Source: an optimization exercise on an open RTL-to-GDS flow (aim: small area). Production flows keep margins and buffers that such runs may drop. RTL that was checked went through simulation tests only; none was proved equivalent to the original. Power figures rest on the tool's default switching activity, not on a simulated workload.

Setup of oak:
// dram_addrmap
module dram_addrmap (
    input  wire         clk,
    input  wire         rst,
    input  wire         cfg_we,
    input  wire [16:0]  cfg_geom,
    output reg          cfg_err,
    output wire         ag_valid,
    output wire [16:0]  ag_geom,
    output wire         mstr_half,
    output wire [1:0]   mstr_ranks,
    output wire [11:0]  map_bg,
    output wire [53:0]  map_col,
    output wire [17:0]  map_bank,
    output wire [107:0] map_row,
    output wire [5:0]   map_rank,
    input  wire         req_valid,
    input  wire [37:0]  req_addr,
    input  wire [1:0]   req_size,
    output wire         rsp_valid,
    output wire [1:0]   rsp_fault,
    output wire         rsp_rank,
    output wire [1:0]   rsp_bg,
    output wire [2:0]   rsp_bank,
    output wire [17:0]  rsp_row,
    output wire [11:0]  rsp_col,
    output wire [1:0]   rsp_lane
);
Size in the first run: about 540 cells after synthesis, roughly 51 flip-flops, roughly 320 I/O pins, ~4000 µm² of cells after synthesis.
export LEC_CHECK = 0
export ABC_AREA = 1
export CAP_MARGIN = 20
export CELL_PAD_IN_SITES_DETAIL_PLACEMENT = 2
export CELL_PAD_IN_SITES_GLOBAL_PLACEMENT = 2
export CORE_AREA = 5 5 155 155
export DIE_AREA = 0 0 160 160
export PLACE_DENSITY = 0.35
export SLEW_MARGIN = 20
export SYNTH_HIERARCHICAL = 1
create_clock -name core_clock -period 7.0 [get_ports {clk}]
standard.sh (not shown) runs the stock make flow with config.mk's settings and CLKGATE_MAP_FILE= SYNTH_SCRIPT=/design/flow/synth_recipe.tcl, a recipe that flattens the netlist after the stock synthesis.
==> flow/flow/run.sh <==
#!/bin/bash
# Layout flow: the standard ORFS flow (standard.sh) with these changes:
#  - synthesis maps the logic with an area-oriented ABC script (abc.script)
#    in place of ORFS's; everything else in synthesis, including the
#    flip-flop mapping and the standard flow's flatten and rename steps, is unchanged,
#    but adders are not pulled out into full- and half-adder cells first;
#  - the port buffers are the smallest buffer, sky130_fd_sc_hd__buf_1;
#  - clock tree synthesis adds no dummy loads, uses clkbuf_8 buffers, and
#    clusters the flip-flops in groups of up to 64;
#  - one tie cell drives all constant-1 outputs, one all constant-0 outputs.
# Each tool's output goes to a log file in the work folder.
set -euo pipefail
W=$PWD
F=$W/flow

# synthesis script: the standard flow's, with yosys's abc command given our ABC script
{
  head -n 1 synth_recipe.tcl
  cat <<EOF
proc abc {args} {
  set a {}
  set skip 0
  foreach x \$args {
    if {\$skip} { set skip 0; lappend a $F/abc.script; continue }
    if {\$x eq "-script"} { set skip 1 }
    lappend a \$x
  }
  yosys abc {*}\$a
}
proc extract_fa {args} {}
EOF
  tail -n +2 synth_recipe.tcl
} > my_synth.tcl

sed "s|SYNTH_SCRIPT=[^ ]*|SYNTH_SCRIPT=$W/my_synth.tcl|" standard.sh > my_standard.sh
grep -q "SYNTH_SCRIPT=$W/my_synth.tcl" my_standard.sh

export BUFFER_PORTS_ARGS="-buffer_cell sky130_fd_sc_hd__buf_1"
export CTS_ARGS="-sink_clustering_enable -sink_clustering_size 64 -sink_clustering_max_diameter 400 -repair_clock_nets -dont_use_dummy_load -buf_list {sky130_fd_sc_hd__clkbuf_8}"
export SKIP_REPAIR_TIE_FANOUT=1
bash my_standard.sh > flow.log 2>&1
==> flow/flow/abc.script <==
strash
dc2
dch -f
amap
Setup changes, oak to cedar
--- a/flow/design.v
+++ b/flow/design.v
@@ -110,35 +110,29 @@
     wire legal;
     addrmap_cfg u_chk (.cfg_geom(cfg_geom), .legal(legal));
     reg [2:0] g_x;           
     reg       g_b;
     reg [1:0] g_g;
     reg       r4, r1, r0;
     reg       g_k;
     reg       g_h;
+    wire ld   = !rst && cfg_we && legal;
+    wire hold = !rst && !(cfg_we && legal);
+    wire [2:0] n_x = {1'b0, cfg_geom[9:8]} + cfg_geom[2:0] + {2'b00, cfg_geom[4]};
     always @(posedge clk) begin
-        if (rst) begin
-            cfg_err <= 1'b0;
-            g_x <= 3'd0; g_b <= 1'b0; g_g <= 2'd0;
-            r4 <= 1'b0; r1 <= 1'b0; r0 <= 1'b0;
-            g_k <= 1'b0; g_h <= 1'b0;
-        end else begin
-            cfg_err <= cfg_we && !legal;
-            if (cfg_we && legal) begin
-                g_x <= {1'b0, cfg_geom[9:8]} + cfg_geom[2:0] + {2'b00, cfg_geom[4]};
-                g_b <= cfg_geom[4];
-                g_g <= cfg_geom[9:8];
-                r4  <= cfg_geom[14];
-                r1  <= cfg_geom[11];
-                r0  <= cfg_geom[10];
-                g_k <= cfg_geom[15];
-                g_h <= cfg_geom[16];
-            end
-        end
+        cfg_err <= !rst && cfg_we && !legal;
+        g_x <= ({3{ld}} & n_x)           | ({3{hold}} & g_x);
+        g_b <= (ld & cfg_geom[4])        | (hold & g_b);
+        g_g <= ({2{ld}} & cfg_geom[9:8]) | ({2{hold}} & g_g);
+        r4  <= (ld & cfg_geom[14])       | (hold & r4);
+        r1  <= (ld & cfg_geom[11])       | (hold & r1);
+        r0  <= (ld & cfg_geom[10])       | (hold & r0);
+        g_k <= (ld & cfg_geom[15])       | (hold & g_k);
+        g_h <= (ld & cfg_geom[16])       | (hold & g_h);
     end
     wire       g_v = r4 | r1;                        
     wire       r32 = r1 & ~r4;                       
     wire [2:0] g_r = {r4 & r1, r4 & ~r1, r0};        
     assign ag_valid   = g_v;
     assign ag_geom    = {g_h, g_k, r4, r32, r32, r1, r0, g_g, 2'b00, g_v, g_b, g_v, g_c};
     assign mstr_half  = g_h;
     assign mstr_ranks = {g_k, g_v};
--- outcome ---
Comparing oak and cedar, the lower ratio of cells with drive above 1 in the final layout is on oak. As far as quantity of I/O buffers inserted on ports goes, cedar and oak are indistinguishable; the numbers are identical. On part of the Yosys area used for sequential elements, oak tracks cedar almost exactly. cedar vs. oak: post-synthesis area per instance went up, cell area shows no meaningful change, clock power rose about 4%, placed wire-length estimate after detailed placement has remained practically unchanged, overall power -2.4%. Between oak and cedar, final critical path time including I/O delays and setup decreased. Against oak as the reference, cedar delivers a lower total nets after synthesis.
For cedar, only the layout was checked, not whether the RTL still works.

==> re-timing with driven ports <==
No port has a modelled driver above. Below, the same layouts with a new extraction and two added sets of constraints. Step 1 (the two cells are an assumption about what drives the block):
set clk [get_ports {clk}]
set_driving_cell -lib_cell sky130_fd_sc_hd__clkbuf_16 $clk
set_driving_cell -lib_cell sky130_fd_sc_hd__buf_2 [delete_from_list [all_inputs] $clk]
Step 2 times the ports against the registers' clock, not the clock port: input delays grow and output delays shrink by t, the midpoint of the rising clock arrivals with the driver on. Three values: ideal ports, drivers, drivers and shift; two values: the first two.
run | shift t [ns] | setup slack, ns | hold WS [ns] | worst setup path after step 2
oak | 0.346 | 0.663 / 0.626 / 0.971 | 0.547 / 0.547 / 0.547 | register to output
cedar | 0.349 | 0.761 / 0.727 / 1.075 | 0.584 / 0.584 / 0.584 | register to output
After both steps every run listed still meets setup and hold.
